Source: an optimization exercise on an open RTL-to-GDS flow (aim: small area, a short achievable clock period and few clock cycles per item). Production flows keep margins and buffers that such runs may drop. At most, simulation tests tie the RTL to the original design; equivalence was not proved. Only the layout flow was run in runs 1 to 5; the RTL was not checked for function there. Power and IR drop assume default switching activity.

File: design.v
module rpa_ring #(
    parameter L  = 128,
    parameter SW = 128,
    parameter SR = 8
) (
    input              clk,
    input              rst,
    input              clear,       
    input              push,        
    input      [39:0]  push_rec,
    output reg         wr_ok,       
    input              fetch_req,   
    output             fetch,       
    output     [39:0]  rd_rec
);
    localparam PW  = $clog2(L);
    localparam NR  = L / SR;
    localparam LSR = $clog2(SR);
    wire [40*L-1:0] slots;
    reg [PW-1:0]    hq;
    reg [PW-1:0]    fp;
    reg             can_fetch;      
    wire empty = (hq == fp);
    assign fetch = fetch_req && can_fetch && !clear;
    wire [PW-LSR-1:0] rtap = fp[PW-1:LSR];
    reg [39:0] rd;
    integer i;
    always @(*) begin
        rd = 40'd0;
        for (i = 0; i < NR; i = i + 1)
            if (rtap == i) rd = rd | slots[40*(i*SR) +: 40];
    end
    assign rd_rec = rd;
    wire [PW-1:0] wpos = hq - 1'b1;
    genvar g;
    generate
        for (g = 0; g < L; g = g + 1) begin : sl
            reg [39:0] q;
            if ((g % SW) == 0) begin : wt
                wire wr = push && (SW == L || wpos == g);
                always @(posedge clk)
                    q <= wr ? push_rec : slots[40*((g + 1) % L) +: 40];
            end else begin : nt
                always @(posedge clk)
                    q <= slots[40*((g + 1) % L) +: 40];
            end
            assign slots[40*g +: 40] = q;
        end
    endgenerate
    reg [PW-1:0] hq_n, fp_n;
    always @(*) begin
        if (clear || (empty && !push)) begin
            hq_n = 1;
            fp_n = 1;
        end else begin
            hq_n = hq - 1 + push;
            fp_n = fp - 1 + fetch;
        end
    end
    always @(posedge clk) begin
        if (rst) begin
            hq        <= 1;
            fp        <= 1;
            wr_ok     <= 1'b1;
            can_fetch <= 1'b0;
        end else begin
            hq        <= hq_n;
            fp        <= fp_n;
            wr_ok     <= ((hq_n - 1'b1) % SW) == 0;
            can_fetch <= (hq_n != fp_n) && (fp_n[LSR-1:0] == 0);
        end
    end
endmodule
module rpa_encoder (
    input      [31:0] value,
    input      [7:0]  ts,
    output     [39:0] rec
);
    assign rec = {ts, value[7:0], value[15:8], value[23:16], value[31:24]};
endmodule
module rpa_cmd_gate (
    input        taken,       
    input  [7:0] byte_in,
    output       cmd_start,   
    output       cmd_reset    
);
    assign cmd_start = taken && (byte_in == 8'h53);
    assign cmd_reset = taken && (byte_in == 8'h52);
endmodule
module rpa_pkt #(
    parameter N = 128,     
    parameter B = 5000     
) (
    input             clk,
    input             rst,
    input             p_req_valid,
    output            p_req_ready,
    input      [31:0] p_req_data,
    output reg        p_rsp_valid,
    output reg [2:0]  p_rsp_status,
    input             c_req_valid,
    output reg        c_req_ready,
    input      [31:0] c_req_data,
    output reg        c_rsp_valid,
    output reg [2:0]  c_rsp_status,
    output reg        tx_enable,
    input             tx_ready,
    output            tx_send,
    output reg [7:0]  tx_data,
    input             tx_complete,
    input             rx_avail,
    output            rx_take,
    input      [7:0]  rx_data,
    input      [7:0]  ts_in
);
    localparam BW = (B <= 1) ? 1 : $clog2(B);
    localparam CW = $clog2(N);           
    localparam OPC_INIT   = 4'h1;
    localparam OPC_STORE  = 4'h2;
    localparam OPC_FLUSH1 = 4'h3;
    localparam OPC_FLUSHB = 4'h4;
    localparam ST_OK       = 3'd0;
    localparam ST_NOT_INIT = 3'd1;
    localparam ST_DISABLED = 3'd2;
    localparam ST_FULL     = 3'd3;
    localparam ST_EMPTY    = 3'd4;
    localparam ST_TIMEOUT  = 3'd5;
    localparam P_IDLE  = 2'd0;
    localparam P_POLL  = 2'd1;
    localparam P_PUSH  = 2'd2;
    localparam P_DRAIN = 2'd3;
    localparam C_IDLE  = 3'd0;
    localparam C_POLL1 = 3'd1;    
    localparam C_CHK   = 3'd2;    
    localparam C_LOOP  = 3'd3;    
    localparam C_SEND  = 3'd4;    
    localparam C_CMPL  = 3'd5;    
    reg          init;
    reg          gate;
    reg [1:0]    wc;
    reg [CW-1:0] used;            
    reg [1:0]    p_state;
    reg [15:0]   p_rem;           
    reg          p_kz;            
    reg          p_big;           
    reg [CW-1:0] p_k;             
    reg [2:0]    p_status;
    reg [2:0]    c_state;
    reg          c_mode_buf;      
    reg          c_first;         
    reg [2:0]    idx;             
    reg [BW-1:0] budget;
    reg [39:0]   e0, e1;
    reg          f0, f1;
    reg          cur;
    reg          fl_send;         
    reg          fl_cpoll_i;      
    reg          fl_cpoll_c;      
    reg          fl_cpop_i;       
    reg          fl_cpop_c;       
    reg          fl_chkpop;       
    reg          fl_ppoll;        
    reg          p_rdy;           
    reg          p_inpush;        
    wire c_poll  = fl_cpoll_i || (fl_cpoll_c && tx_complete);
    wire p_poll  = fl_ppoll && !c_poll;
    assign rx_take = c_poll || fl_ppoll;
    wire taken   = rx_take && rx_avail;
    wire pop_imm = (fl_cpop_i || (fl_cpop_c && tx_complete)) && !rx_avail;
    wire pop     = pop_imm || fl_chkpop;
    assign tx_send = tx_ready && (fl_send || pop);
    wire cmd_start;
    wire cmd_reset;
    rpa_cmd_gate u_gate (
        .taken     (taken),
        .byte_in   (rx_data),
        .cmd_start (cmd_start),
        .cmd_reset (cmd_reset)
    );
    wire [3:0] p_opc = p_req_data[3:0];
    wire [3:0] c_opc = c_req_data[3:0];
    wire p_req_fire = p_req_valid && p_req_ready;
    wire c_req_fire = c_req_valid && c_req_ready;
    wire p_init_req = (p_state == P_IDLE) && p_req_fire && (p_opc == OPC_INIT);
    wire c_init_req = (c_state == C_IDLE) && c_req_fire && (c_opc == OPC_INIT);
    wire do_init    = p_init_req || c_init_req;
    wire [1:0] init_wc = p_init_req ? p_req_data[5:4] : c_req_data[5:4];
    wire clear = do_init || cmd_reset;
    wire        ring_wr_ok;
    assign p_req_ready = p_rdy || (p_inpush && ring_wr_ok);
    wire        push = (p_state == P_PUSH) && p_req_fire;
    wire [39:0] push_rec;
    rpa_encoder u_enc (
        .value (p_req_data),
        .ts    (ts_in),
        .rec   (push_rec)
    );
    wire cur_full = cur ? f1 : f0;
    wire nxt_full = cur ? f0 : f1;
    wire        fetch_req = !cur_full || !nxt_full;
    wire        fill1     = cur_full ? !cur : cur;    
    wire        fetch;
    wire [39:0] rd_rec;
    rpa_ring #(.L(N)) u_ring (
        .clk       (clk),
        .rst       (rst),
        .clear     (clear),
        .push      (push),
        .push_rec  (push_rec),
        .wr_ok     (ring_wr_ok),
        .fetch_req (fetch_req),
        .fetch     (fetch),
        .rd_rec    (rd_rec)
    );
    wire [2:0] idx_start = (wc == 2'b00) ? 3'd3 : (wc == 2'b01) ? 3'd2 : 3'd0;
    wire last_sent   = tx_send && fl_send && (idx == 3'd4);
    wire timeout     = fl_send && !tx_ready && (budget == B - 1);
    wire release_cur = last_sent || timeout;
    wire keep_cur    = (fl_send || pop) && !release_cur;
    reg          init_n, gate_n;
    reg [1:0]    wc_n;
    reg [CW-1:0] used_n;
    reg          used_z_n;
    reg          f0_n, f1_n, cur_n;
    reg [39:0]   e0_n, e1_n;
    reg [2:0]    idx_n;
    reg [2:0]    c_state_n;
    reg          c_mode_buf_n, c_first_n;
    reg          c_rsp_valid_n;
    reg [2:0]    c_rsp_status_n;
    reg [1:0]    p_state_n;
    reg          p_rsp_valid_n;
    reg [2:0]    p_rsp_status_n;
    reg [2:0]    p_status_n;
    wire used_z = (used == {CW{1'b0}});
    wire used_o = (used == {{(CW-1){1'b0}}, 1'b1});
    wire          p_gate_now = cmd_start || (gate && !cmd_reset);
    wire [CW-1:0] used_adm   = used - fl_chkpop;
    wire [CW:0]   k_sum      = {1'b0, p_k} + {1'b0, used_adm};
    wire          p_fits     = !p_big && !k_sum[CW];
    wire          p_last     = (p_rem == 16'd1);
    always @(*) begin
        init_n = init;
        gate_n = gate;
        wc_n   = wc;
        if (do_init) begin
            init_n = 1'b1;
            wc_n   = init_wc;
            gate_n = 1'b0;
        end else if (cmd_reset) begin
            gate_n = 1'b0;
        end else if (cmd_start) begin
            gate_n = 1'b1;
        end
        if (clear) begin
            used_n   = {CW{1'b0}};
            used_z_n = 1'b1;
        end else begin
            used_n   = used + push - pop;
            used_z_n = (used_z && !push) || (used_o && pop && !push);
        end
        e0_n = e0;
        e1_n = e1;
        if (fetch && !fill1) e0_n = rd_rec;
        if (fetch &&  fill1) e1_n = rd_rec;
        f0_n = f0;
        f1_n = f1;
        if (release_cur && !cur) f0_n = 1'b0;
        if (release_cur &&  cur) f1_n = 1'b0;
        if (fetch && !fill1) f0_n = 1'b1;
        if (fetch &&  fill1) f1_n = 1'b1;
        if (clear) begin
            if (!(keep_cur && !cur)) f0_n = 1'b0;
            if (!(keep_cur &&  cur)) f1_n = 1'b0;
        end
        cur_n = release_cur ? !cur : cur;
        c_state_n      = c_state;
        c_mode_buf_n   = c_mode_buf;
        c_first_n      = c_first;
        c_rsp_valid_n  = 1'b0;
        c_rsp_status_n = c_rsp_status;
        idx_n          = idx;
        if (tx_send)
            idx_n = (fl_send ? idx : idx_start) + 3'd1;
        else if (pop)
            idx_n = idx_start;
        case (c_state)
            C_IDLE: begin
                if (c_req_fire) begin
                    if (c_opc == OPC_INIT) begin
                        c_rsp_valid_n  = 1'b1;
                        c_rsp_status_n = ST_OK;
                    end else if (c_opc == OPC_FLUSH1) begin
                        c_mode_buf_n = 1'b0;
                        c_state_n    = C_POLL1;
                    end else if (c_opc == OPC_FLUSHB) begin
                        c_mode_buf_n = 1'b1;
                        c_state_n    = C_POLL1;
                    end
                end
            end
            C_POLL1: begin
                if (!init) begin
                    c_rsp_valid_n  = 1'b1;
                    c_rsp_status_n = ST_NOT_INIT;
                    c_state_n      = C_IDLE;
                end else if (c_poll) begin
                    if (rx_avail) begin
                        c_first_n = 1'b1;
                        c_state_n = C_CHK;
                    end else if (!gate) begin
                        c_rsp_valid_n  = 1'b1;
                        c_rsp_status_n = ST_DISABLED;
                        c_state_n      = C_IDLE;
                    end else if (used_z) begin
                        c_rsp_valid_n  = 1'b1;
                        c_rsp_status_n = ST_EMPTY;
                        c_state_n      = C_IDLE;
                    end else if (c_mode_buf) begin
                        c_state_n = C_LOOP;
                    end else begin
                        c_state_n = C_SEND;
                    end
                end
            end
            C_CHK: begin
                if (!gate) begin
                    c_rsp_valid_n  = 1'b1;
                    c_rsp_status_n = ST_DISABLED;
                    c_state_n      = C_IDLE;
                end else if (used_z) begin
                    c_rsp_valid_n  = 1'b1;
                    c_rsp_status_n = c_first ? ST_EMPTY : ST_OK;
                    c_state_n      = C_IDLE;
                end else if (c_first && c_mode_buf) begin
                    c_state_n = C_LOOP;
                end else if (cur_full) begin
                    c_state_n = C_SEND;
                end
            end
            C_SEND: begin
                if (last_sent) begin
                    c_state_n = C_CMPL;
                end else if (timeout) begin
                    c_rsp_valid_n  = 1'b1;
                    c_rsp_status_n = ST_TIMEOUT;
                    c_state_n      = C_IDLE;
                end
            end
            default: begin  
                if (c_state == C_CMPL && !tx_complete) begin
                    c_state_n = C_CMPL;
                end else if (c_state == C_CMPL && !c_mode_buf) begin
                    c_rsp_valid_n  = 1'b1;
                    c_rsp_status_n = ST_OK;
                    c_state_n      = C_IDLE;
                end else if (used_z) begin
                    c_rsp_valid_n  = 1'b1;
                    c_rsp_status_n = ST_OK;
                    c_state_n      = C_IDLE;
                end else if (c_poll) begin
                    c_first_n = 1'b0;
                    if (rx_avail) begin
                        c_state_n = C_CHK;
                    end else if (!gate) begin
                        c_rsp_valid_n  = 1'b1;
                        c_rsp_status_n = ST_DISABLED;
                        c_state_n      = C_IDLE;
                    end else begin
                        c_state_n = C_SEND;
                    end
                end else begin
                    c_state_n = C_LOOP;
                end
            end
        endcase
        p_state_n      = p_state;
        p_rsp_valid_n  = 1'b0;
        p_rsp_status_n = p_rsp_status;
        p_status_n     = p_status;
        case (p_state)
            P_IDLE: begin
                if (p_req_fire) begin
                    if (p_opc == OPC_INIT) begin
                        p_rsp_valid_n  = 1'b1;
                        p_rsp_status_n = ST_OK;
                    end else if (p_opc == OPC_STORE) begin
                        p_state_n = P_POLL;
                    end
                end
            end
            P_POLL: begin
                if (!init) begin
                    if (p_kz) begin
                        p_rsp_valid_n  = 1'b1;
                        p_rsp_status_n = ST_NOT_INIT;
                        p_state_n      = P_IDLE;
                    end else begin
                        p_status_n = ST_NOT_INIT;
                        p_state_n  = P_DRAIN;
                    end
                end else if (p_poll) begin
                    if (!p_gate_now || !p_fits) begin
                        if (p_kz) begin
                            p_rsp_valid_n  = 1'b1;
                            p_rsp_status_n = p_gate_now ? ST_FULL : ST_DISABLED;
                            p_state_n      = P_IDLE;
                        end else begin
                            p_status_n = p_gate_now ? ST_FULL : ST_DISABLED;
                            p_state_n  = P_DRAIN;
                        end
                    end else if (p_kz) begin
                        p_rsp_valid_n  = 1'b1;
                        p_rsp_status_n = ST_OK;
                        p_state_n      = P_IDLE;
                    end else begin
                        p_state_n = P_PUSH;
                    end
                end
            end
            default: begin  
                if (p_req_fire && p_last) begin
                    p_rsp_valid_n  = 1'b1;
                    p_rsp_status_n = (p_state == P_PUSH) ? ST_OK : p_status;
                    p_state_n      = P_IDLE;
                end
            end
        endcase
    end
    wire cur_full_n = cur_n ? f1_n : f0_n;
    always @(posedge clk) begin
        e0 <= e0_n;
        e1 <= e1_n;
    end
    always @(posedge clk) begin
        if (rst) begin
            init         <= 1'b0;
            gate         <= 1'b0;
            wc           <= 2'b00;
            used         <= {CW{1'b0}};
            tx_enable    <= 1'b0;
            f0           <= 1'b0;
            f1           <= 1'b0;
            cur          <= 1'b0;
            idx          <= 3'd0;
            budget       <= {BW{1'b0}};
            c_state      <= C_IDLE;
            c_mode_buf   <= 1'b0;
            c_first      <= 1'b0;
            c_rsp_valid  <= 1'b0;
            c_rsp_status <= ST_OK;
            c_req_ready  <= 1'b1;
            p_state      <= P_IDLE;
            p_rem        <= 16'd0;
            p_kz         <= 1'b0;
            p_big        <= 1'b0;
            p_k          <= {CW{1'b0}};
            p_status     <= ST_OK;
            p_rsp_valid  <= 1'b0;
            p_rsp_status <= ST_OK;
            p_rdy        <= 1'b1;
            p_inpush     <= 1'b0;
            tx_data      <= 8'd0;
            fl_send      <= 1'b0;
            fl_cpoll_i   <= 1'b0;
            fl_cpoll_c   <= 1'b0;
            fl_cpop_i    <= 1'b0;
            fl_cpop_c    <= 1'b0;
            fl_chkpop    <= 1'b0;
            fl_ppoll     <= 1'b0;
        end else begin
            init         <= init_n;
            gate         <= gate_n;
            wc           <= wc_n;
            used         <= used_n;
            tx_enable    <= do_init;
            f0           <= f0_n;
            f1           <= f1_n;
            cur          <= cur_n;
            idx          <= idx_n;
            if (pop || tx_send)
                budget <= {BW{1'b0}};
            else if (fl_send && !tx_ready)
                budget <= budget + 1'b1;
            c_state      <= c_state_n;
            c_mode_buf   <= c_mode_buf_n;
            c_first      <= c_first_n;
            c_rsp_valid  <= c_rsp_valid_n;
            c_rsp_status <= c_rsp_status_n;
            c_req_ready  <= (c_state_n == C_IDLE);
            p_state      <= p_state_n;
            if (p_state == P_IDLE && p_req_fire) begin
                p_rem <= p_req_data[23:8];
                p_kz  <= (p_req_data[23:8] == 16'd0);
                p_big <= (p_req_data[23:8+CW] != 0);
                p_k   <= p_req_data[8+CW-1:8];
            end else if (p_state != P_IDLE && p_req_fire) begin
                p_rem <= p_rem - 16'd1;
            end
            p_status     <= p_status_n;
            p_rsp_valid  <= p_rsp_valid_n;
            p_rsp_status <= p_rsp_status_n;
            p_rdy        <= (p_state_n == P_IDLE) || (p_state_n == P_DRAIN);
            p_inpush     <= (p_state_n == P_PUSH);
            if (c_state_n == C_SEND)
                tx_data <= (cur_n ? e1_n : e0_n) >> (8 * idx_n);
            else
                tx_data <= (cur_n ? e1_n : e0_n) >> (8 * idx_start);
            fl_send    <= (c_state_n == C_SEND);
            fl_cpoll_c <= (c_state_n == C_CMPL) && c_mode_buf_n && !used_z_n && cur_full_n;
            fl_cpop_c  <= (c_state_n == C_CMPL) && c_mode_buf_n && !used_z_n && cur_full_n && gate_n;
            fl_cpoll_i <= ((c_state_n == C_POLL1) && init_n && (c_mode_buf_n || used_z_n || cur_full_n)) ||
                          ((c_state_n == C_LOOP) && !used_z_n && cur_full_n);
            fl_cpop_i  <= ((c_state_n == C_POLL1) && init_n && !c_mode_buf_n && !used_z_n && cur_full_n && gate_n) ||
                          ((c_state_n == C_LOOP) && !used_z_n && cur_full_n && gate_n);
            fl_chkpop  <= (c_state_n == C_CHK) && gate_n && !used_z_n && !(c_first_n && c_mode_buf_n) && cur_full_n;
            fl_ppoll   <= (p_state_n == P_POLL) && init_n;
        end
    end
endmodule
File: run.sh
#!/bin/bash
# synth_recipe.tcl (not shown) runs the flow's synth.tcl, then flattens the netlist and writes it again
# the make line also repeats each setting of config.mk as NAME=value (left out here)
make -C /OpenROAD-flow-scripts/flow DESIGN_CONFIG=/design/flow/config.mk WORK_HOME=/design/flow/orfs CLKGATE_MAP_FILE= SYNTH_SCRIPT=/design/flow/synth_recipe.tcl finish
File: config.mk
export PLATFORM = sky130hd
export DESIGN_NAME = rpa_pkt
export DESIGN_NICKNAME = rpa_pkt
export VERILOG_FILES = /design/flow/design.v
export SDC_FILE = /design/flow/constraint.sdc
export NUM_CORES = 4
export LEC_CHECK = 0
export ABC_CLOCK_PERIOD_IN_PS = 4000
export CAP_MARGIN = 20
export CORE_MARGIN = 2
export CORE_UTILIZATION = 60
export SETUP_SLACK_MARGIN = 5
export SLEW_MARGIN = 20
export SYNTH_MEMORY_MAX_BITS = 8192
File: constraint.sdc
create_clock -name core_clock -period 10.0 [get_ports {clk}]
set_input_delay 2.0000 -clock core_clock [delete_from_list [all_inputs] [get_ports {clk}]]
set_output_delay 2.0000 -clock core_clock [all_outputs]
set_load 0.01 [all_outputs]
==> results of run 1 <==
==> flip-flops by register name (all words and copies together) (netlist names), 7 cells and up <==
signal / flops
u_ring.sl.q: 5120
e0: 40
e1: 40
p_rem: 16
budget: 13
tx_data: 8
p_k: 7
u_ring.fp: 7
u_ring.hq: 7
used: 7
==> routing by layer <==
layer,GRT usage,part of all wire
met4,0.0748,0.031
met5,0,0.000067
met2,0.299,0.44
met1,0.278,0.49
met3,0.0375,0.040
==> placed cells by master, fill, tap and decap left out, drive strengths merged, types with 45 or more instances in the layout <==
cell type      count
clkbuf           656
nor2             195
clkdlybuf4s50     75
inv               45
a22oi            269
dfxtp           5306
a21oi            150
clkinv           103
mux2              67
bufinv            50
o21ai             46
nand2            132
buf               58
==> report_power, final <==
group	switching [uW]	leakage [uW]	internal [uW]	total, uW
sequential	178	0.0428	21400	21600
clock	7290	0.00791	10800	18100
combinational	1360	0.00387	521	1880
==> path summary, 6_finish.rpt <==
path,slack [ps],end,from
max,5030,tx_send,tx_complete
min,300,u_ring.sl[45].q[18],u_ring.sl[46].q[18]
max reg2reg,5410,tx_data[5],u_ring.fp[6]
min reg2reg,300,u_ring.sl[45].q[18],u_ring.sl[46].q[18]
==> worst max-delay path: stages <==
cell and delay (ps):
buf_6 120, a21oi_4 120, nor2_2 60, nor2_4 140, inv_4 50, o21ai_4 160
clkinv_4 140, buf_6 150
==> cells in the mapped netlist, drive strengths merged, types with 10 or more instances <==
master  instances  area (sq um)
ha             31           388
mux2           67           754
inv            36           135
buf            46           250
nor2          195           734
o211ai         28           250
o22ai          15           100
nor3           26           146
a31oi          10          77.6
and2           13          81.3
mux2i          22           220
nand2b         11          68.8
nand3          37           185
nand2         132           500
a211oi         28           215
dfxtp        5306        106000
a22oi         269          2020
nor4           40           269
clkbuf        105           394
xor2           26           228
nand4b         17           149
nor4b          10           136
a21oi         150           762
o21ai          46           230
a211o          30           263
xnor2          20           175
a222oi         16           160
nand4          22           138
==> stage by stage <==
stage | hold WS (ps) | setup slack (ps) | instance area (sq um) | util
3_3_place_gp | 310 | 3290 | 120000 | 0.624
3_5_place_dp | 312 | 3300 | 120000 | 0.624
4_1_cts | 289 | 4980 | 136000 | 0.708
5_1_grt | 301 | 4960 | 136000 | 0.708
6_report | 296 | 5030 | 136000 | 0.708
2_1_floorplan | 310 | 5070 | 116000 | -
==> layout make-up <==
| type | instances | area (sq um) | share of cell area |
|---|---|---|---|
| diodes | 3 | 7.51 | 0.0000550 |
| clock buffers | 656 | 13700 | 0.100 |
| clock inverters | 185 | 2300 | 0.0169 |
| inverters | 36 | 145 | 0.00106 |
| multi-input cells | 1396 | 9730 | 0.0713 |
| flip-flops and latches | 5306 | 106000 | 0.778 |
| well taps | 2526 | 3160 | 0.0232 |
| repair buffers | 134 | 1200 | 0.00883 |
==> what timing repair did <==
| action | 4_1_cts | 5_1_grt |
|---|---|---|
| endpoints found under the setup margin | 4 | 11 |
| gates resized for setup | 28 | 7 |
| pin swaps | 3 | 3 |
| setup buffers | 3 | 0 |
==> cell families after synthesis <==
| logic type | count (synthesis) | share of synthesized area |
|---|---|---|
| XOR/XNOR | 46 | 0.00346 |
| other | 1 | 0.0000322 |
| adder cells (fa/ha/maj) | 32 | 0.00350 |
| flip-flops | 5306 | 0.912 |
| multiplexers | 89 | 0.00837 |
| AND/OR/NAND/NOR | 568 | 0.0253 |
| buffers and inverters | 187 | 0.00669 |
| AO/OA/AOI/OAI | 660 | 0.0408 |
==> flow_summary.toml, run 1 <==
[setup_path]
rr_worst_depth = 11
endpoint_kind = "output port"
cp.required_ps = 8000
arrival_ps = 2970
worstSetupStartpointType = "primary input"
critPathMaxFanout = 6
crit_type = "in -> out"

[pwr]
p_leak_uw = 0.0546
p_per_area_nw_per_um2 = 305
power_uw = 41600
peakVddDrop_mv = 0.249

[floorplanning]
die_area_sq_um = 198000
io_pins = 108
coreArea_sq_um = 193000
die_h_microns = 445
initial_utilization = 0.604
fp.dieW_microns = 445
rows = 161

[final_layout]
final_nets = 7459
layoutNonFillerInstCount = 10200
layout-drive-gt1-share = 0.127
fillCellCount = 12500
syn2layout_area_growth_pct = 17.2

[place]
numPortBuffers = 80
place.gp.congestion = 0.814
hpwl_microns = 108000
placedCellCount = 9394

[cts]
cts_tree = "yes"
cts_buffer_depth = 4
cts_hold_buf = 0
clk_latency_ps = 970
clk_pin_slew_ps = 70
cts_root_buffer = "clkbuf_16"
h-tree-depth = 5
cts.sinks = 5306
numCtsBuffers = 466

[route]
post-route-drc-count = 0
drt_iter0_drc = 2615
postRouteAntennaNets = 0
wl_per_cell_microns = 18.9
vias_per_cell = 4.70
via_count = 48200
first_pass_iters = 9
drt_wl_total_microns = 193000

[logic_synthesis]
synth_edf_count = 0
synth_area_per_cell_sq_um = 16.9
syn_nets = 7008
syn-cell-area_sq_um = 116000
yosys_register_bits = 5306
synth.distinct_cells = 97
syn_inst = 6889
synth_ff_type = "dfxtp_1"
async_reset_ff_frac = 0
ys_warn_count = 2
ys_seq_area_frac = 0.912

[outcome]
status = "no timing/DRC/antenna violations"

[min_path]
worstHoldPathCells = 0
min_path_type = "reg -> reg"

[global_route]
grt_max_degree = 106
grt_pass1_wl_microns = 290000
grt_pass1_vias = 48200
grtUsageTotal = 0.196
antenna_found_initial = 10
grt_overflow = 0

[timing]
fin_crit_ps = 4970
slew_viol_final = 0
relSlewSlack = 0.256
hold_viol_final = 0
max_freq_mhz = 201
worst_pin_slew_ps = 1110
setup_violations = 0
fin_skew_ps = 32.8
fin_crit_sh = 0.497
rsz0062_at_grt = "true"
setup_tns_ps = 0

[flow_run]
maxCapViolations = 0
==> run 2: changes to the inputs <==
--- a/config.mk
+++ b/config.mk
@@ -10,4 +10,7 @@
 export CORE_MARGIN = 2
 export CORE_UTILIZATION = 60
+export CTS_BUF_LIST = sky130_fd_sc_hd__clkbuf_16
+export CTS_CLUSTER_DIAMETER = 80
+export CTS_CLUSTER_SIZE = 30
 export SETUP_SLACK_MARGIN = 5
 export SLEW_MARGIN = 20
==> run 2 against run 1 <==
  * Register-to-register slack about the same
  * Worst setup slack better by 22 ps
  * Combinational power about the same
  * Global-route usage down 0.96 points
  * Via count down 4.5%
  * Non-clock buffer count up 2
  * Critical path depth unchanged
  * Clock power down 48%
  * Core utilization down 5.6 points
  * First-iteration DRC count about the same
  * Power down 21%
  * Sequential share of layout area up 6.7 points
==> flow_summary.toml, run 2 <==
[logic_synthesis]
yosys_register_bits = 5306
synth_ff_type = "dfxtp_1"
synth_edf_count = 0
syn-cell-area_sq_um = 116000
async_reset_ff_frac = 0
synth_area_per_cell_sq_um = 16.9
synth_area_leaders = "dfxtp_1 91%, a22oi_1 1.7%, mux2_2 0.65%"
ys_seq_area_frac = 0.912
yosysMostFrequentCell = "dfxtp_1"
synthTopCellsByCount = "5306 x dfxtp_1, 269 x a22oi_1, 194 x nor2_1"
synth.distinct_cells = 97
ys_warn_count = 2
synth_top_area_frac = 0.912
synth_top_cell_by_area = "dfxtp_1"
syn_nets = 7008
syn_inst = 6889

[timing]
worst_pin_slew_ps = 1060
hold_viol_final = 0
setup_tns_ps = 0
fin_skew_ps = 32.0
relSlewSlack = 0.290
fin_crit_ps = 4950
slew_viol_final = 0
fin_crit_sh = 0.495
fin_hold_ws_ps = 317
rsz0062_at_grt = "true"
max_freq_mhz = 202
setup_violations = 0

[pwr]
combPwrFrac = 0.057
switchingPower_uw = 7250
power.share.clock = 0.285
p_leak_uw = 0.0492
p_per_area_nw_per_um2 = 261
internal_power_uw = 25600
power_frac_seq = 0.658
peakVddDrop_mv = 0.218
power_switching_share = 0.221

[flow_run]
maxCapViolations = 0

[cts]
clk_pin_slew_ps = 100
cts_root_buffer = "clkbuf_16"
cts_hold_buf = 0
clk_latency_ps = 860
h-tree-depth = 4
numCtsBuffers = 197
cts_buffer_depth = 3
cts_tree = "yes"
cts.sinks = 5306

[setup_path]
arrival_ps = 2950
critPathMaxFanout = 6
worstSetupStartpointType = "primary input"
cp_top_family = "buffers and inverters"
slowest_stage = "a21oi_2"
cp.depth = 8
rr_startpoint = "u_ring.fp[6]"
cp_num_buf_inv = 4
critical_path.cell_chain = "buf_6 -> a21oi_2 -> nor2_2 -> nor2_4 -> inv_4 -> o21ai_4 -> inv_4 -> buf_6"
rr_worst_depth = 12
slowest_delay_ps = 160
rr_endpoint = "tx_data[4]"
cp.required_ps = 8000
reg2reg_slack_ps = 5410
endpoint_kind = "output port"
crit_type = "in -> out"

[global_route]
grt_max_degree = 106
antenna_found_initial = 7
grt_pass1_wl_microns = 275000
grt_overflow = 0
grt_pass1_vias = 44700
grtUsageTotal = 0.186

[outcome]
status = "no timing/DRC/antenna violations"

[floorplanning]
rows = 161
coreArea_sq_um = 193000
fp.dieW_microns = 445
die_area_sq_um = 198000
io_pins = 108
die_h_microns = 445
initial_utilization = 0.604

[place]
numPortBuffers = 80
hpwl_microns = 108000
dpl_cell_area_sq_um = 120000
place.gp.congestion = 0.814
placedCellCount = 9394

[route]
drt_iter0_drc = 2613
post-route-drc-count = 0
via_count = 46000
first_pass_iters = 17
postRouteAntennaNets = 0
vias_per_cell = 4.78
wl_per_cell_microns = 19.2
drt_wl_total_microns = 185000

[min_path]
worstHoldPathCells = 0
min_from = "u_ring.sl[62].q[18]"
min_path_type = "reg -> reg"
worst_hold_path.endpoint = "u_ring.sl[61].q[18]"

[final_layout]
layout_common_cells = "5302 x dfxtp_1, 269 x a22oi_1, 200 x clkbuf_16"
design_area_sq_um = 126000
layoutNonFillerInstCount = 9618
final_common_cell = "dfxtp_1"
final_nets = 7192
reg_top3 = "u_ring.sl.q x5120, e0 x40, e1 x40"
top_register = "u_ring.sl.q"
syn2layout_area_growth_pct = 7.86
largest_reg_flops = 5120
layout-drive-gt1-share = 0.0594
fillCellCount = 13600
run 2: cell counts after synthesis:
Identical to the previous run, type by type.
run 2: worst max-delay path by stage:
stage,start,to,slack (ps)
after detailed placement,tx_complete,tx_send,3300
after floorplan,tx_complete,tx_send,5070
after global placement,tx_complete,tx_send,3290
after global routing,p_req_valid,used[6],4850
final,tx_complete,tx_send,5050
after CTS,tx_complete,tx_send,5010
run 2: cells by family after synthesis:
logic type / count (synthesis) / share of synthesized area
AO/OA/AOI/OAI: 660 / 0.0408
flip-flops: 5306 / 0.912
other: 1 / 0.0000322
multiplexers: 89 / 0.00837
adder cells (fa/ha/maj): 32 / 0.00350
AND/OR/NAND/NOR: 568 / 0.0253
XOR/XNOR: 46 / 0.00346
buffers and inverters: 187 / 0.00669
run 2: layout make-up:
class | count | area [sq um] | share of cell area
Multi-Input combinational cell | 1396 | 9720 | 0.0774
Antenna cell | 3 | 7.51 | 0.0000597
Clock buffer | 200 | 5000 | 0.0398
Tap cell | 2526 | 3160 | 0.0252
Clock inverter | 15 | 159 | 0.00126
Timing Repair Buffer | 136 | 1220 | 0.00973
Sequential cell | 5306 | 106000 | 0.845
Inverter | 36 | 143 | 0.00114
run 2: what timing repair did:
action	in CTS	in global routing
gates cloned	0	0
buffers inserted	3	2
gates resized for setup	29	5
endpoints found under the setup margin	12	13
pin swaps	4	3
run 2: per-stage QoR:
step | utilization | worst slack (ps) | total power, uW
3_5_place_dp | 0.624 | 3300 | 24000
3_3_place_gp | 0.624 | 3290 | 23900
4_1_cts | 0.651 | 5010 | 33100
2_1_floorplan | - | 5070 | 22900
5_1_grt | 0.652 | 4850 | 33900
6_report | 0.652 | 5050 | 32800
run 2: layer usage:
metal / track usage / routed length [microns] / vias to the layer above
met5: 0 / 0 / -
met4: 0.0523 / 4730 / 0
met3: 0.0274 / 5690 / 285
met2: 0.286 / 80600 / 605
met1: 0.277 / 93800 / 22400
li1: - / - / 22700
run 2: power by group through the flow:
stage	sequential (uW)	clock (uW)	combinational (uW)
2_1_floorplan	22000	0	941
3_3_place_gp	22100	0	1860
3_5_place_dp	22100	0	1890
4_1_cts	21600	9620	1890
5_1_grt	21600	10300	1980
6_report	21600	9350	1870
==> run 3: changes to the inputs <==
--- a/config.mk
+++ b/config.mk
@@ -10,7 +10,7 @@
 export CORE_MARGIN = 2
 export CORE_UTILIZATION = 60
-export CTS_BUF_LIST = sky130_fd_sc_hd__clkbuf_16
-export CTS_CLUSTER_DIAMETER = 80
-export CTS_CLUSTER_SIZE = 30
+export CTS_BUF_LIST = sky130_fd_sc_hd__clkbuf_8
+export CTS_CLUSTER_DIAMETER = 40
+export CTS_CLUSTER_SIZE = 16
 export SETUP_SLACK_MARGIN = 5
 export SLEW_MARGIN = 20
==> run 3 against run 2 <==
  * Still clean on timing, DRC and antenna
  * Core utilization is 3.0 points higher
  * Flip-flop and latch count unchanged
  * Hold slack worse by 29 ps
  * Global-route usage rose by 0.71 points
  * Die area unchanged
  * Power increased by 13%
  * Register-to-register slack improved by 30 ps
  * Critical path type unchanged
  * Critical endpoint unchanged
  * Largest power group unchanged
==> flow_summary.toml, run 3 <==
[floorplanning]
fp.dieW_microns = 445
die_area_sq_um = 198000
coreArea_sq_um = 193000
die_h_microns = 445
rows = 161
io_pins = 108
initial_utilization = 0.604

[logic_synthesis]
synth_top_area_frac = 0.912
yosys_register_bits = 5306
synth_edf_count = 0
synth.distinct_cells = 97
syn-cell-area_sq_um = 116000
synth_area_leaders = "dfxtp_1 91%, a22oi_1 1.7%, mux2_2 0.65%"
yosysMostFrequentCell = "dfxtp_1"
synthTopCellsByCount = "5306 x dfxtp_1, 269 x a22oi_1, 194 x nor2_1"
syn_nets = 7008
ys_warn_count = 2
synth_area_per_cell_sq_um = 16.9
syn_inst = 6889
ys_seq_area_frac = 0.912
synth_top_cell_by_area = "dfxtp_1"
synth_ff_type = "dfxtp_1"
async_reset_ff_frac = 0

[timing]
relSlewSlack = 0.261
fin_skew_ps = 65.6
fin_crit_sh = 0.495
fin_crit_ps = 4950
hold_viol_final = 0
setup_tns_ps = 0
slew_viol_final = 0
rsz0062_at_grt = "false"
setup_violations = 0
worst_pin_slew_ps = 1100
max_freq_mhz = 202
fin_hold_ws_ps = 288

[min_path]
min_from = "u_ring.sl[79].q[15]"
worst_hold_path.endpoint = "u_ring.sl[78].q[15]"
min_path_type = "reg -> reg"
worstHoldPathCells = 0

[setup_path]
arrival_ps = 2950
endpoint_kind = "output port"
critPathMaxFanout = 5
cp.depth = 8
cp_num_buf_inv = 4
cp_top_family = "buffers and inverters"
reg2reg_slack_ps = 5440
rr_startpoint = "u_ring.fp[4]"
cp.required_ps = 8000
worstSetupStartpointType = "primary input"
crit_type = "in -> out"
critical_path.cell_chain = "buf_12 -> a21oi_4 -> nor2_4 -> nor2_4 -> inv_4 -> o21ai_4 -> clkinv_4 -> buf_6"
slowest_delay_ps = 160
path_common_cell = "nor2_4"
slowest_stage = "o21ai_4"
rr_endpoint = "tx_data[5]"
rr_worst_depth = 10

[final_layout]
layout_common_cells = "5302 x dfxtp_1, 517 x clkbuf_8, 269 x a22oi_1"
largest_reg_flops = 5120
final_nets = 7476
top_register = "u_ring.sl.q"
layoutNonFillerInstCount = 10200
final_common_cell = "dfxtp_1"
fillCellCount = 13100
reg_top3 = "u_ring.sl.q x5120, e0 x40, e1 x40"
layout-drive-gt1-share = 0.131
syn2layout_area_growth_pct = 12.8

[pwr]
p_per_area_nw_per_um2 = 282
p_leak_uw = 0.0521
peakVddDrop_mv = 0.213

[global_route]
grt_max_degree = 106
grt_pass1_vias = 47900
grtUsageTotal = 0.193
use_met1 = 0.279
busiest_layer = "met2"
grt_pass1_wl_microns = 287000
grt_overflow = 0
use_met2 = 0.291
use_met3 = 0.0337
antenna_found_initial = 8

[cts]
clk_latency_ps = 1130
cts_buffer_depth = 4
h-tree-depth = 5
clk_pin_slew_ps = 90
numCtsBuffers = 478
cts_tree = "yes"
cts.sinks = 5306
cts_root_buffer = "clkbuf_8"

[route]
drt_wl_total_microns = 190000
wl_per_cell_microns = 18.6
post-route-drc-count = 0
first_pass_iters = 6
vias_per_cell = 4.69
drt_iter0_drc = 2496
via_count = 48000
postRouteAntennaNets = 0

[place]
hpwl_microns = 108000
placedCellCount = 9394
place.gp.congestion = 0.814
numPortBuffers = 80

[flow_run]
maxCapViolations = 0

[outcome]
status = "no timing/DRC/antenna violations"
[run 3: changes by cell type in the layout (fill, tap and decap cells not counted), moves of 21 or more]
cell | before | now
bufinv_16 | 0 | 63
inv_6 | 3 | 32
clkinv_4 | 0 | 48
clkinvlp_4 | 0 | 63
inv_1 | 35 | 56
clkbuf_16 | 200 | 0
clkbuf_8 | 0 | 517
clkinv_2 | 1 | 56
[run 3: worst max-delay path by stage]
stage	startpoint	end	slack [ps]
6_report	tx_complete	tx_send	5050
5_1_grt	tx_complete	tx_send	5010
4_1_cts	tx_complete	rx_take	4980
3_5_place_dp	tx_complete	tx_send	3300
3_3_place_gp	tx_complete	tx_send	3290
2_1_floorplan	tx_complete	tx_send	5070
[run 3: layout make-up]
cell class / count / area, sq um / area share
diodes: 12 / 30.0 / 0.000229
clock buffers: 517 / 7120 / 0.0541
clock inverters: 307 / 3750 / 0.0285
inverters: 36 / 143 / 0.00109
multi-input cells: 1396 / 9730 / 0.0741
flip-flops and latches: 5306 / 106000 / 0.808
well taps: 2526 / 3160 / 0.0241
repair buffers: 139 / 1250 / 0.00954
[run 3: metal layers]
| layer | wire, microns | vias to the layer above |
|---|---|---|
| met5 | 0 | - |
| met4 | 6020 | 0 |
| met3 | 6640 | 429 |
| met2 | 83100 | 794 |
| met1 | 94700 | 23200 |
| li1 | - | 23600 |
[run 3: cells by family after synthesis]
family | share of synthesized area
flops | 0.912
buf+inv | 0.00669
fa+ha+maj | 0.00350
mux | 0.00837
simple gates | 0.0253
other cells | 0.0000322
compound gates | 0.0408
xor+xnor | 0.00346
[run 3: what timing repair did]
action / CTS / global route
endpoints found under the setup margin: 2 / 3
pin swaps: 3 / 5
setup buffers: 3 / 5
resized for setup: 28 / 9
hold buffers: 0 / 0
[run 3: where the power goes]
group / switching (uW) / internal [uW]
registers: 181 / 21400
clock network: 7000 / 6620
logic: 1350 / 521
total: 8530 / 28500
[run 3: metrics by stage]
step	cell area, sq um	util	power, uW	worst slack (ps)
floorplan	116000	-	22900	5070
global placement	120000	0.624	23900	3290
detailed placement	120000	0.624	24000	3300
CTS	131000	0.681	37500	4980
global route	131000	0.682	38400	5010
finish	131000	0.682	37100	5050
[run 3: worst register-to-register path, cell delays in order, from the launching register on]
cell	delay [ps]
dfxtp_2	740
buf_4	630
and4b_2	1020
buf_4	600
a22oi_1	160
o21ai_0	150
nor4_2	180
a211o_1	330
a21oi_1	230
o211ai_2	120
a221oi_2	310
==> run 4: changes to the inputs <==
--- a/design.v
+++ b/design.v
@@ -1,5 +1,4 @@
 module rpa_ring #(
     parameter L  = 128,
-    parameter SW = 128,
     parameter SR = 8
 ) (
@@ -20,6 +19,6 @@
     reg [PW-1:0]    hq;
     reg [PW-1:0]    fp;
+    reg [PW-1:0]    nf;
     reg             can_fetch;      
-    wire empty = (hq == fp);
     assign fetch = fetch_req && can_fetch && !clear;
     wire [PW-LSR-1:0] rtap = fp[PW-1:LSR];
@@ -32,13 +31,11 @@
     end
     assign rd_rec = rd;
-    wire [PW-1:0] wpos = hq - 1'b1;
     genvar g;
     generate
         for (g = 0; g < L; g = g + 1) begin : sl
             reg [39:0] q;
-            if ((g % SW) == 0) begin : wt
-                wire wr = push && (SW == L || wpos == g);
+            if (g == 0) begin : wt
                 always @(posedge clk)
-                    q <= wr ? push_rec : slots[40*((g + 1) % L) +: 40];
+                    q <= push ? push_rec : slots[40*((g + 1) % L) +: 40];
             end else begin : nt
                 always @(posedge clk)
@@ -48,25 +45,27 @@
         end
     endgenerate
-    reg [PW-1:0] hq_n, fp_n;
-    always @(*) begin
-        if (clear || (empty && !push)) begin
-            hq_n = 1;
-            fp_n = 1;
-        end else begin
-            hq_n = hq - 1 + push;
-            fp_n = fp - 1 + fetch;
-        end
-    end
+    wire nf_z    = (nf == {PW{1'b0}});
+    wire nf_o    = (nf == {{(PW-1){1'b0}}, 1'b1});
+    wire realign = clear || (nf_z && !push);
+    wire nf_nz_n = push || (!nf_z && !(nf_o && fetch));
     always @(posedge clk) begin
         if (rst) begin
             hq        <= 1;
             fp        <= 1;
+            nf        <= {PW{1'b0}};
+            wr_ok     <= 1'b1;
+            can_fetch <= 1'b0;
+        end else if (realign) begin
+            hq        <= 1;
+            fp        <= 1;
+            nf        <= {PW{1'b0}};
             wr_ok     <= 1'b1;
             can_fetch <= 1'b0;
         end else begin
-            hq        <= hq_n;
-            fp        <= fp_n;
-            wr_ok     <= ((hq_n - 1'b1) % SW) == 0;
-            can_fetch <= (hq_n != fp_n) && (fp_n[LSR-1:0] == 0);
+            hq        <= hq - 1'b1 + push;
+            fp        <= fp - 1'b1 + fetch;
+            nf        <= nf + push - fetch;
+            wr_ok     <= push ? wr_ok : (hq == 2);
+            can_fetch <= nf_nz_n && (fetch ? (fp[LSR-1:0] == 0) : (fp[LSR-1:0] == 1));
         end
     end
@@ -155,4 +154,5 @@
     reg          cur;
     reg          fl_send;         
+    reg          fl_sendc;        
     reg          fl_cpoll_i;      
     reg          fl_cpoll_c;      
@@ -169,5 +169,5 @@
     wire pop_imm = (fl_cpop_i || (fl_cpop_c && tx_complete)) && !rx_avail;
     wire pop     = pop_imm || fl_chkpop;
-    assign tx_send = tx_ready && (fl_send || pop);
+    assign tx_send = tx_ready && (fl_sendc || pop_imm);
     wire cmd_start;
     wire cmd_reset;
@@ -184,6 +184,7 @@
     wire p_init_req = (p_state == P_IDLE) && p_req_fire && (p_opc == OPC_INIT);
     wire c_init_req = (c_state == C_IDLE) && c_req_fire && (c_opc == OPC_INIT);
-    wire do_init    = p_init_req || c_init_req;
-    wire [1:0] init_wc = p_init_req ? p_req_data[5:4] : c_req_data[5:4];
+    wire init_req   = p_init_req || c_init_req;
+    reg       do_init;
+    reg [1:0] init_wc;
     wire clear = do_init || cmd_reset;
     wire        ring_wr_ok;
@@ -202,5 +203,5 @@
     wire        fetch;
     wire [39:0] rd_rec;
-    rpa_ring #(.L(N)) u_ring (
+    rpa_ring #(.L(N), .SR(8)) u_ring (
         .clk       (clk),
         .rst       (rst),
@@ -440,4 +441,6 @@
             used         <= {CW{1'b0}};
             tx_enable    <= 1'b0;
+            do_init      <= 1'b0;
+            init_wc      <= 2'b00;
             f0           <= 1'b0;
             f1           <= 1'b0;
@@ -463,4 +466,5 @@
             tx_data      <= 8'd0;
             fl_send      <= 1'b0;
+            fl_sendc     <= 1'b0;
             fl_cpoll_i   <= 1'b0;
             fl_cpoll_c   <= 1'b0;
@@ -474,5 +478,7 @@
             wc           <= wc_n;
             used         <= used_n;
-            tx_enable    <= do_init;
+            tx_enable    <= init_req;
+            do_init      <= init_req;
+            if (init_req) init_wc <= p_init_req ? p_req_data[5:4] : c_req_data[5:4];
             f0           <= f0_n;
             f1           <= f1_n;
@@ -508,4 +514,6 @@
                 tx_data <= (cur_n ? e1_n : e0_n) >> (8 * idx_start);
             fl_send    <= (c_state_n == C_SEND);
+            fl_sendc   <= (c_state_n == C_SEND) ||
+                          ((c_state_n == C_CHK) && gate_n && !used_z_n && !(c_first_n && c_mode_buf_n) && cur_full_n);
             fl_cpoll_c <= (c_state_n == C_CMPL) && c_mode_buf_n && !used_z_n && cur_full_n;
             fl_cpop_c  <= (c_state_n == C_CMPL) && c_mode_buf_n && !used_z_n && cur_full_n && gate_n;
--- a/config.mk
+++ b/config.mk
@@ -10,7 +10,7 @@
 export CORE_MARGIN = 2
 export CORE_UTILIZATION = 60
-export CTS_BUF_LIST = sky130_fd_sc_hd__clkbuf_8
-export CTS_CLUSTER_DIAMETER = 40
-export CTS_CLUSTER_SIZE = 16
+export CTS_BUF_LIST = sky130_fd_sc_hd__clkbuf_16
+export CTS_CLUSTER_DIAMETER = 80
+export CTS_CLUSTER_SIZE = 30
 export SETUP_SLACK_MARGIN = 5
 export SLEW_MARGIN = 20
==> run 4 against run 3 <==
  * Sequential power hardly changed
  * Largest power group unchanged
  * First-iteration DRC count is 14% higher
  * Register-to-register slack better by 80 ps
  * Wire length is 4.1% lower
==> flow_summary.toml, run 4 <==
[outcome]
status = "no timing/DRC/antenna violations"

[logic_synthesis]
synth_area_per_cell_sq_um = 16.8
synth.distinct_cells = 78
synth_top_cell_by_area = "dfxtp_1"
yosysMostFrequentCell = "dfxtp_1"
syn_inst = 6950
ys_warn_count = 2
synth_top_area_frac = 0.913
synth_ff_type = "dfxtp_1"
ys_seq_area_frac = 0.913
synth_edf_count = 0
synthTopCellsByCount = "5316 x dfxtp_1, 237 x a22oi_1, 225 x nor2_1"
async_reset_ff_frac = 0
yosys_register_bits = 5316
syn-cell-area_sq_um = 117000
syn_nets = 7080
synth_area_leaders = "dfxtp_1 91%, a22oi_1 1.5%, nor2_1 0.72%"

[cts]
cts_root_buffer = "clkbuf_16"
clk_pin_slew_ps = 100
cts_buffer_depth = 3
h-tree-depth = 4
cts_hold_buf = 0
cts_tree = "yes"
clk_latency_ps = 860
numCtsBuffers = 198
cts.sinks = 5316

[setup_path]
critical_path.cell_chain = "buf_2 -> a211o_1 -> nand3_4 -> inv_2 -> clkdlybuf4s15_2"
endpoint_kind = "output port"
reg2reg_slack_ps = 5520
cp.required_ps = 8000
rr_worst_depth = 10
slowest_delay_ps = 340
critPathMaxFanout = 7
cp_num_buf_inv = 3
slowest_stage = "a211o_1"
worstSetupStartpointType = "primary input"
cp_top_family = "buffers and inverters"
rr_endpoint = "tx_data[1]"
crit_type = "in -> out"
arrival_ps = 2960
rr_startpoint = "u_ring.fp[6]"

[min_path]
min_path_type = "reg -> reg"
min_from = "u_ring.sl[75].q[13]"
worst_hold_path.endpoint = "u_ring.sl[74].q[13]"
worstHoldPathCells = 0

[timing]
fin_hold_ws_ps = 305
fin_crit_sh = 0.496
worst_pin_slew_ps = 1210
hold_viol_final = 0
max_freq_mhz = 202
fin_skew_ps = 35.9
setup_violations = 0
fin_crit_ps = 4960
setup_tns_ps = 0
relSlewSlack = 0.189
rsz0062_at_grt = "true"
slew_viol_final = 0

[pwr]
p_per_area_nw_per_um2 = 250
p_leak_uw = 0.0491
peakVddDrop_mv = 0.182

[floorplanning]
io_pins = 108
initial_utilization = 0.605
die_area_sq_um = 198000
coreArea_sq_um = 193000
fp.dieW_microns = 445
rows = 161
die_h_microns = 445

[route]
first_pass_iters = 5
wl_per_cell_microns = 18.9
post-route-drc-count = 0
vias_per_cell = 4.73
postRouteAntennaNets = 0
drt_iter0_drc = 2843
via_count = 45800
drt_wl_total_microns = 183000

[final_layout]
layout_common_cells = "5313 x dfxtp_1, 237 x a22oi_1, 225 x nor2_1"
final_nets = 7257
reg_top3 = "u_ring.sl.q x5120, e0 x40, e1 x40"
layout-drive-gt1-share = 0.0464
final_common_cell = "dfxtp_1"
syn2layout_area_growth_pct = 7.85
top_register = "u_ring.sl.q"
largest_reg_flops = 5120

[place]
numPortBuffers = 80
hpwl_microns = 105000
place.gp.congestion = 0.811

[flow_run]
maxCapViolations = 0

[global_route]
grt_overflow = 0
grt_max_degree = 98
antenna_found_initial = 9
grtUsageTotal = 0.183
grt_pass1_wl_microns = 270000
grt_pass1_vias = 44200
run 4: worst max-delay path by stage:
stage | startpoint | cells past startpoint | end
final | tx_complete | 5 | tx_send
after detailed placement | tx_complete | 11 | tx_data[1]
after floorplan | tx_complete | 3 | tx_send
after global placement | tx_complete | 11 | tx_data[1]
after CTS | rx_avail | 5 | tx_send
after global routing | p_req_valid | 16 | used[6]
run 4: power by group:
| part | internal, uW | switching (uW) |
|---|---|---|
| clock | 3720 | 5760 |
| combinational | 202 | 245 |
| sequential | 21400 | 100 |
run 4: repair_timing:
action / in CTS / in global routing
setup buffers: 0 / 2
gates resized for setup: 13 / 5
setup endpoints to repair: 12 / 2
pin swaps: 0 / 2
gates cloned: 0 / 1
run 4: layout make-up:
type                            count  area (sq um)
Fill cell                       13700         67100
Inverter                           51           191
Sequential cell                  5316        106000
Clock inverter                     19           241
Multi-Input combinational cell   1435          9440
Tap cell                         2526          3160
Clock buffer                      204          5100
Antenna cell                        5          12.5
Timing Repair Buffer              125          1120
run 4: worst reg2reg max path: cells and delay by family (launching register included):
| family | cells | cell delay [ps] |
|---|---|---|
| buffers and inverters | 2 | 980 |
| AOI/OAI and AO/OA | 4 | 720 |
| muxes | 2 | 390 |
| DFF | 1 | 830 |
| and+or+nand+nor | 2 | 1420 |
run 4: cells by family (layout without fill, tap and decap cells):
family	count (synthesis)	count (layout)	share of synthesized area
xor gates and xnor gates	35	35	0.00263
buffers and inverters	200	399	0.00703
DFF	5316	5316	0.913
adders and majority gates	43	43	0.00475
other	1	6	0.0000322
muxes	59	59	0.00525
and+or+nand+nor	639	640	0.0265
AOI/OAI and AO/OA	657	657	0.0407
run 4: layer usage:
metal  share of wire  track usage  up-vias
met5               0            0        -
met4           0.024       0.0527        0
met3           0.027       0.0257      262
met2            0.44        0.279      516
met1            0.51        0.273    22300
li1                -            -    22800
run 4: metrics by stage:
stage | instance area, sq um | power, uW | util | cells | setup slack (ps)
5_1_grt | 126000 | 32600 | 0.652 | 9677 | 4990
3_5_place_dp | 120000 | 22500 | 0.624 | 9450 | 3850
3_3_place_gp | 120000 | 22400 | 0.624 | 9449 | 3910
4_1_cts | 126000 | 31700 | 0.652 | 9673 | 4940
2_1_floorplan | 117000 | 22300 | - | 6950 | 5380
6_report | 126000 | 31500 | 0.652 | 9681 | 5040
==> run 5: changes to the inputs <==
==> flow/run.sh (new file) <==
#!/bin/bash
# Standard synthesis unchanged, then the standard layout with a larger
# setup slack margin for the timing repair after CTS and global routing.
set -euo pipefail
MARGIN=${MARGIN:-5.6}
bash standard.sh synth > synth.log 2>&1
sed "s/CLKGATE_MAP_FILE= /CLKGATE_MAP_FILE= SETUP_SLACK_MARGIN=$MARGIN /" standard.sh > standard_margin.sh
bash standard_margin.sh finish > layout.log 2>&1
==> standard.sh (new file) <==
#!/bin/bash
# synth_recipe.tcl (not shown) runs the flow's synth.tcl, then flattens the netlist and writes it again
# the make line also repeats each setting of config.mk as NAME=value (left out here)
make -C /OpenROAD-flow-scripts/flow DESIGN_CONFIG=/design/flow/config.mk WORK_HOME=/design/flow/orfs CLKGATE_MAP_FILE= SYNTH_SCRIPT=/design/flow/synth_recipe.tcl "${@:-finish}"
--- a/config.mk
+++ b/config.mk
@@ -13,5 +13,4 @@
 export CTS_CLUSTER_DIAMETER = 80
 export CTS_CLUSTER_SIZE = 30
-export SETUP_SLACK_MARGIN = 5
 export SLEW_MARGIN = 20
 export SYNTH_MEMORY_MAX_BITS = 8192
removed: run.sh
==> run 5 against run 4 <==
  * Still clean
  * Global-route usage rose by 0.17 points
  * Synthesized area did not move
  * Hold slack improved by 18 ps
  * Cell count rose by 0.13%
  * Clock skew fell by 12 ps
  * Wire length rose by 0.78%
  * Final area rose by 0.23%
  * Power rose by 0.14%
  * Worst setup slack improved by 320 ps
  * First-iteration DRC count rose by 3.6%
  * Count of clock-buffer cells in the layout rose by 1
  * Non-clock buffer count rose by 11
  * Highest routed layer unchanged
==> flow_summary.toml, run 5 <==
[timing]
worst_pin_slew_ps = 1160
setup_ws_ps = 5360
relSlewSlack = 0.218
rsz0062_at_grt = "true"
setup_tns_ps = 0
fin_crit_ps = 4640
fin_skew_ps = 23.6
setup_violations = 0
max_freq_mhz = 215
fin_crit_sh = 0.464
slew_viol_final = 0
hold_viol_final = 0

[global_route]
grt_max_degree = 98
grt_pass1_vias = 44600
grtUsageTotal = 0.184
antenna_found_initial = 11
grt_pass1_wl_microns = 273000
grt_overflow = 0

[pwr]
power_frac_seq = 0.684
internal_power_uw = 25400
peakVddDrop_mv = 0.202
combPwrFrac = 0.014
p_leak_uw = 0.0492
power_uw = 31500
power_switching_share = 0.195
p_per_area_nw_per_um2 = 250
power.share.clock = 0.302
switchingPower_uw = 6130

[floorplanning]
rows = 161
die_area_sq_um = 198000
io_pins = 108
die_h_microns = 445
fp.dieW_microns = 445
initial_utilization = 0.605
coreArea_sq_um = 193000

[logic_synthesis]
synthTopCellsByCount = "5316 x dfxtp_1, 237 x a22oi_1, 225 x nor2_1"
async_reset_ff_frac = 0
yosys_register_bits = 5316
synth_ff_type = "dfxtp_1"
synth.distinct_cells = 78
ys_seq_area_frac = 0.913
synth_top_cell_by_area = "dfxtp_1"
synth-xor-area-share = 0.00263
synth_fa_ha_area_frac = 0.00475
syn_nets = 7080
synth_top_family_by_area = "compound AO/OA/AOI/OAI gates"
syn_inst = 6950
yosysMostFrequentCell = "dfxtp_1"
synth_edf_count = 0
yosys.area_share.simple = 0.0265
synth_area_leaders = "dfxtp_1 91%, a22oi_1 1.5%, nor2_1 0.72%"
synth_area_per_cell_sq_um = 16.8
synth-compound-area-share = 0.0407
synth_top_area_frac = 0.913
ys_warn_count = 2
syn-cell-area_sq_um = 117000
muxShareOfSynthArea = 0.00525

[cts]
cts_tree = "yes"
clk_latency_ps = 850
cts.sinks = 5316
cts_buffer_depth = 3
h-tree-depth = 4
clk_pin_slew_ps = 100
cts_root_buffer = "clkbuf_16"
numCtsBuffers = 198

[final_layout]
fillCellCount = 13700
top_register = "u_ring.sl.q"
largest_reg_flops = 5120
layoutNonFillerInstCount = 9694
layout-drive-gt1-share = 0.0500
reg_top3 = "u_ring.sl.q x5120, e0 x40, e1 x40"
final_common_cell = "dfxtp_1"
final_nets = 7269
syn2layout_area_growth_pct = 8.10
layout_common_cells = "5313 x dfxtp_1, 237 x a22oi_1, 223 x nor2_1"

[setup_path]
worstSetupStartpointType = "primary input"
arrival_ps = 2640
cp.required_ps = 8000
endpoint_kind = "output port"
critPathMaxFanout = 6
crit_type = "in -> out"

[route]
postRouteAntennaNets = 0
via_count = 46000
drt_wl_total_microns = 184000
drt_iter0_drc = 2945
wl_per_cell_microns = 19.0
vias_per_cell = 4.75
post-route-drc-count = 0
first_pass_iters = 5

[flow_run]
maxCapViolations = 0

[place]
numPortBuffers = 80
place.gp.congestion = 0.800
dp_worst_setup_slack_ps = 3560
placedCellCount = 9448
hpwl_microns = 105000

[min_path]
min_path_type = "reg -> reg"

[outcome]
status = "no timing/DRC/antenna violations"
==> run 5: worst paths after layout <==
kind	startpoint	endpoint	slack (ps)	cells after the start
max	tx_complete	tx_send	5360	5
max reg2reg	u_ring.fp[5]	tx_data[0]	5800	8
min reg2reg	u_ring.sl[51].q[4]	u_ring.sl[50].q[4]	320	0
min	u_ring.sl[51].q[4]	u_ring.sl[50].q[4]	320	0
==> run 5: power by group through the flow <==
stage | clock [uW] | sequential [uW] | combinational (uW)
3_5_place_dp | 0 | 22000 | 441
5_1_grt | 10500 | 21600 | 502
3_3_place_gp | 0 | 22000 | 418
6_report | 9510 | 21500 | 451
4_1_cts | 9800 | 21500 | 446
2_1_floorplan | 0 | 22000 | 308
==> run 5: critical path, stage by stage <==
cell	delay, ps
buf_12	110
a211o_1	290
nand3_4	80
inv_4	40
buf_6	120
==> run 5: what timing repair did <==
item,4_1_cts,5_1_grt
hold buffers,0,0
pin swaps,2,12
buffers inserted,7,8
setup endpoints to repair,51,12
cloned,0,2
resized for setup,38,12
==> run 5: area by class of cell <==
cell class / instances / area (sq um) / area share
flip-flops and latches: 5316 / 106000 / 0.845
clock inverters: 18 / 229 / 0.00182
diodes: 6 / 15.0 / 0.000119
multi-input cells: 1436 / 9540 / 0.0757
inverters: 51 / 223 / 0.00177
clock buffers: 205 / 5130 / 0.0407
repair buffers: 136 / 1270 / 0.0101
well taps: 2526 / 3160 / 0.0251
==> run 5: stage by stage <==
step,utilization,hold slack [ps],area (sq um)
after floorplan,-,310,117000
final,0.654,323,126000
after CTS,0.653,322,126000
after detailed placement,0.624,312,120000
after global routing,0.653,325,126000
after global placement,0.624,310,120000
==> run 5: routing by layer <==
metal	GRT usage	part of all wire
met1	0.277	0.51
met2	0.282	0.43
met3	0.0260	0.030
met4	0.0492	0.023
met5	0	0
==> run 5: cells by family after synthesis <==
family                   after synthesis
buffers and inverters                200
multiplexers                          59
other                                  1
XOR/XNOR                              35
flip-flops                          5316
adder cells (fa/ha/maj)               43
AO/OA/AOI/OAI                        657
AND/OR/NAND/NOR                      639
==> run 6: changes to the inputs <==
--- a/design.v
+++ b/design.v
@@ -154,4 +154,5 @@
     reg          cur;
     reg          fl_send;         
+    reg          fl_last;         
     reg          fl_sendc;        
     reg          fl_cpoll_i;      
@@ -215,8 +216,10 @@
     );
     wire [2:0] idx_start = (wc == 2'b00) ? 3'd3 : (wc == 2'b01) ? 3'd2 : 3'd0;
-    wire last_sent   = tx_send && fl_send && (idx == 3'd4);
+    wire [2:0] idx_tx = fl_send ? idx : idx_start;
+    wire rel_early   = tx_send && (idx_tx == 3'd3);
+    wire last_sent   = tx_send && fl_last;
     wire timeout     = fl_send && !tx_ready && (budget == B - 1);
-    wire release_cur = last_sent || timeout;
-    wire keep_cur    = (fl_send || pop) && !release_cur;
+    wire release_cur = rel_early || (timeout && !fl_last);
+    wire keep_cur    = (fl_send || pop) && !release_cur && !fl_last;
     reg          init_n, gate_n;
     reg [1:0]    wc_n;
@@ -283,5 +286,5 @@
         idx_n          = idx;
         if (tx_send)
-            idx_n = (fl_send ? idx : idx_start) + 3'd1;
+            idx_n = idx_tx + 3'd1;
         else if (pop)
             idx_n = idx_start;
@@ -466,4 +469,5 @@
             tx_data      <= 8'd0;
             fl_send      <= 1'b0;
+            fl_last      <= 1'b0;
             fl_sendc     <= 1'b0;
             fl_cpoll_i   <= 1'b0;
@@ -509,5 +513,10 @@
             p_rdy        <= (p_state_n == P_IDLE) || (p_state_n == P_DRAIN);
             p_inpush     <= (p_state_n == P_PUSH);
-            if (c_state_n == C_SEND)
+            fl_last <= rel_early || (fl_last && !tx_send && !timeout);
+            if (rel_early)
+                tx_data <= cur ? e1[39:32] : e0[39:32];
+            else if (fl_last && !tx_send)
+                tx_data <= tx_data;
+            else if (c_state_n == C_SEND)
                 tx_data <= (cur_n ? e1_n : e0_n) >> (8 * idx_n);
             else
--- a/flow/run.sh
+++ b/flow/run.sh
@@ -3,5 +3,5 @@
 # setup slack margin for the timing repair after CTS and global routing.
 set -euo pipefail
-MARGIN=${MARGIN:-5.6}
+MARGIN=${MARGIN:-6.2}
 bash standard.sh synth > synth.log 2>&1
 sed "s/CLKGATE_MAP_FILE= /CLKGATE_MAP_FILE= SETUP_SLACK_MARGIN=$MARGIN /" standard.sh > standard_margin.sh
==> run 6 against run 5 <==
  * The layout now fails its checks (max-capacitance violations, max-slew violations)
  * Sequential power is essentially flat
  * Die area grew 1.0%
  * Worst setup slack got worse by 41 ps
  * Hold slack got worse by 7.2 ps
  * Cell count rose by 3.6%
  * Register-to-register slack better by 520 ps
  * Critical path type unchanged
  * Critical endpoint unchanged
  * Highest routed layer is now met5
==> flow_summary.toml, run 6 <==
[logic_synthesis]
ys_seq_area_frac = 0.904
async_reset_ff_frac = 0
synth_top_family_by_area = "compound AO/OA/AOI/OAI gates"
synth_area_per_cell_sq_um = 16.5
synth_top_area_frac = 0.904
synth_area_leaders = "dfxtp_1 90%, a22oi_1 0.99%, mux2_2 0.85%"
synth.distinct_cells = 93
synth_top_cell_by_area = "dfxtp_1"
syn-cell-area_sq_um = 118000
muxShareOfSynthArea = 0.0124
synth_fa_ha_area_frac = 0.00480
synthTopCellsByCount = "5317 x dfxtp_1, 258 x nand2_1, 201 x nor2_1"
yosys.area_share.simple = 0.0303
yosysMostFrequentCell = "dfxtp_1"
yosys_register_bits = 5317
syn_nets = 7248
syn_inst = 7117
synth_ff_type = "dfxtp_1"
synth-compound-area-share = 0.0380
synth-xor-area-share = 0.00260
ys_warn_count = 2
synth_edf_count = 0

[floorplanning]
coreArea_sq_um = 195000
die_area_sq_um = 200000
io_pins = 108
rows = 162
die_h_microns = 447
fp.dieW_microns = 447
initial_utilization = 0.604

[setup_path]
crit_type = "in -> out"
endpoint_kind = "output port"
cp.required_ps = 8000
worstSetupStartpointType = "primary input"
critPathMaxFanout = 4
arrival_ps = 2680

[cts]
cts_root_buffer = "clkbuf_16"
clk_latency_ps = 870
cts_tree = "yes"
clk_pin_slew_ps = 100
cts_buffer_depth = 3
cts_hold_buf = 0
numCtsBuffers = 200
h-tree-depth = 4
cts.sinks = 5317

[timing]
fin_crit_sh = 0.468
setup_violations = 0
slew_viol_final = 9
setup_tns_ps = 0
hold_viol_final = 0
relSlewSlack = -0.0628
max_freq_mhz = 213
fin_skew_ps = 30.1
fin_crit_ps = 4680
setup_ws_ps = 5320
rsz0062_at_grt = "true"
worst_pin_slew_ps = 1590

[place]
dp_worst_setup_slack_ps = 3780
numPortBuffers = 80
place.gp.congestion = 0.829
hpwl_microns = 118000

[global_route]
grt_max_degree = 49
grt_overflow = 0
grtUsageTotal = 0.199
grt_pass1_wl_microns = 292000
antenna_found_initial = 17
grt_pass1_vias = 46300

[route]
vias_per_cell = 4.76
drt_wl_total_microns = 199000
via_count = 47800
postRouteAntennaNets = 0
drt_iter0_drc = 3090
wl_per_cell_microns = 19.8
first_pass_iters = 7
post-route-drc-count = 0

[final_layout]
final_common_cell = "dfxtp_1"
register_area_sq_um = 106000
largest_reg_flops = 5120
final_nets = 7523
layout-drive-gt1-share = 0.0840
fillCellCount = 13900
reg_top3 = "u_ring.sl.q x5120, e0 x40, e1 x40"
layout_common_cells = "5302 x dfxtp_1, 256 x nand2_1, 203 x clkbuf_16"
top_register = "u_ring.sl.q"
syn2layout_area_growth_pct = 9.40
multi_input_area_sq_um = 11200

[pwr]
peakVddDrop_mv = 0.194
p_leak_uw = 0.0504
p_per_area_nw_per_um2 = 246

[outcome]
so.violations = "max-capacitance violations, max-slew violations"
status = "complete, but fails checks"

[flow_run]
maxCapViolations = 1

[min_path]
min_path_type = "reg -> reg"
[run 6: cell count changes after synthesis, moves of 18 or more]
cell | previous run | this run
a22oi_1 | 237 | 156
mux2_2 | 12 | 89
nor2_1 | 225 | 201
a21oi_1 | 140 | 103
nand2_1 | 190 | 258
o21ai_0 | 51 | 122
nand3_1 | 35 | 53
[run 6: metrics by stage]
stage / cell area, sq um / total power [uW] / utilization / cells / hold slack (ps)
2_1_floorplan: 118000 / 22300 / - / 7117 / 310
3_3_place_gp: 122000 / 22500 / 0.625 / 9720 / 310
3_5_place_dp: 122000 / 22500 / 0.625 / 9720 / 312
4_1_cts: 128000 / 31900 / 0.658 / 10000 / 309
5_1_grt: 129000 / 32700 / 0.660 / 10000 / 312
6_report: 129000 / 31700 / 0.660 / 10000 / 316
[run 6: final cells by class]
cell class,instances,share of cell area
Sequential cell,5317,0.827
Multi-Input combinational cell,1597,0.0873
Clock buffer,203,0.0394
Tap cell,2624,0.0255
Timing Repair Buffer,215,0.0163
Clock inverter,24,0.00249
Inverter,61,0.00210
Antenna cell,2,0.0000389
[run 6: logic make-up (layout without fill, tap and decap cells)]
family                   after synthesis  in the layout
multiplexers                         134            134
XOR/XNOR                              35             35
flip-flops                          5317           5317
buffers and inverters                213            503
adder cells (fa/ha/maj)               44             44
other                                  1              3
AND/OR/NAND/NOR                      733            743
AO/OA/AOI/OAI                        640            640
[run 6: what timing repair did]
item | in CTS | in global routing
buffers inserted | 57 | 23
gates cloned | 9 | 5
gates resized for setup | 169 | 72
pin swaps | 32 | 32
endpoints found under the setup margin | 153 | 21
[run 6: report_power, final]
group / internal (uW) / leakage, uW / switching (uW) / total, uW
Clock: 3760 / 0.00265 / 5830 / 9600
Combinational: 173 / 0.00489 / 279 / 452
Sequential: 21500 / 0.0429 / 132 / 21600
Total: 25400 / 0.0504 / 6250 / 31700
[run 6: final timing paths]
| path | start | depth (start not counted) | slack [ps] | endpoint |
|---|---|---|---|---|
| worst max-delay path | tx_complete | 5 | 5320 | tx_send |
| worst min-delay path | u_ring.sl[30].q[26] | 0 | 320 | u_ring.sl[29].q[26] |
| worst max register to register | u_ring.fp[4] | 10 | 6320 | tx_data[3] |
| worst min register to register | u_ring.sl[30].q[26] | 0 | 320 | u_ring.sl[29].q[26] |
[run 6: worst max-delay path, stage by stage]
cell and delay [ps]:
buf_12 110, a211o_1 300, nand3_4 90, inv_4 50, buf_6 120
[run 6: routing by layer]
layer,vias to the layer above,part of all wire,global-route usage
li1,23600,-,-
met1,23200,0.50,0.295
met2,752,0.43,0.303
met3,321,0.038,0.0307
met4,2,0.026,0.0573
met5,-,0.000070,0
Testbench counts of run 6, summed over its fixed seeds: cycles 13,806, items 1,920.

## afterwards: timing with drivers on the ports
Ports are ideal in the flow. The routed layouts listed here were re-timed in OpenROAD. Step 1 (the two cells are an assumption about what drives the block):
set clk [get_ports {clk}]
set_driving_cell -lib_cell sky130_fd_sc_hd__clkbuf_16 $clk
set_driving_cell -lib_cell sky130_fd_sc_hd__buf_2 [delete_from_list [all_inputs] $clk]
Step 2 also shifts input and output timing later by t, the mid clock arrival at the registers, as if the neighbouring blocks saw the same clock. a / b / c = ideal ports / drivers / drivers and shift; a / b = the first two.
| run | t (ns) | slack for setup (ns) | worst slew at a driven data input, ns |
|---|---|---|---|
| run 1 | 1.035 | 5.032 / 4.936 / 4.073 | 0.23 |
| run 2 | 0.925 | 5.054 / 4.925 / 4.120 | 0.22 |
| run 3 | 1.172 | 5.049 / 4.966 / 3.861 | 0.21 |
| run 4 | 0.919 | 5.040 / 5.013 / 4.292 | 0.08 |
| run 5 | 0.926 | 5.356 / 5.306 / 4.773 | 0.06 |
| run 6 | 0.940 | 5.316 / 5.238 / 5.123 | 0.13 |
For run 3, which loses most, drivers alone change the setup slack by -0.083 ns; drivers and shift together by -1.188 ns.
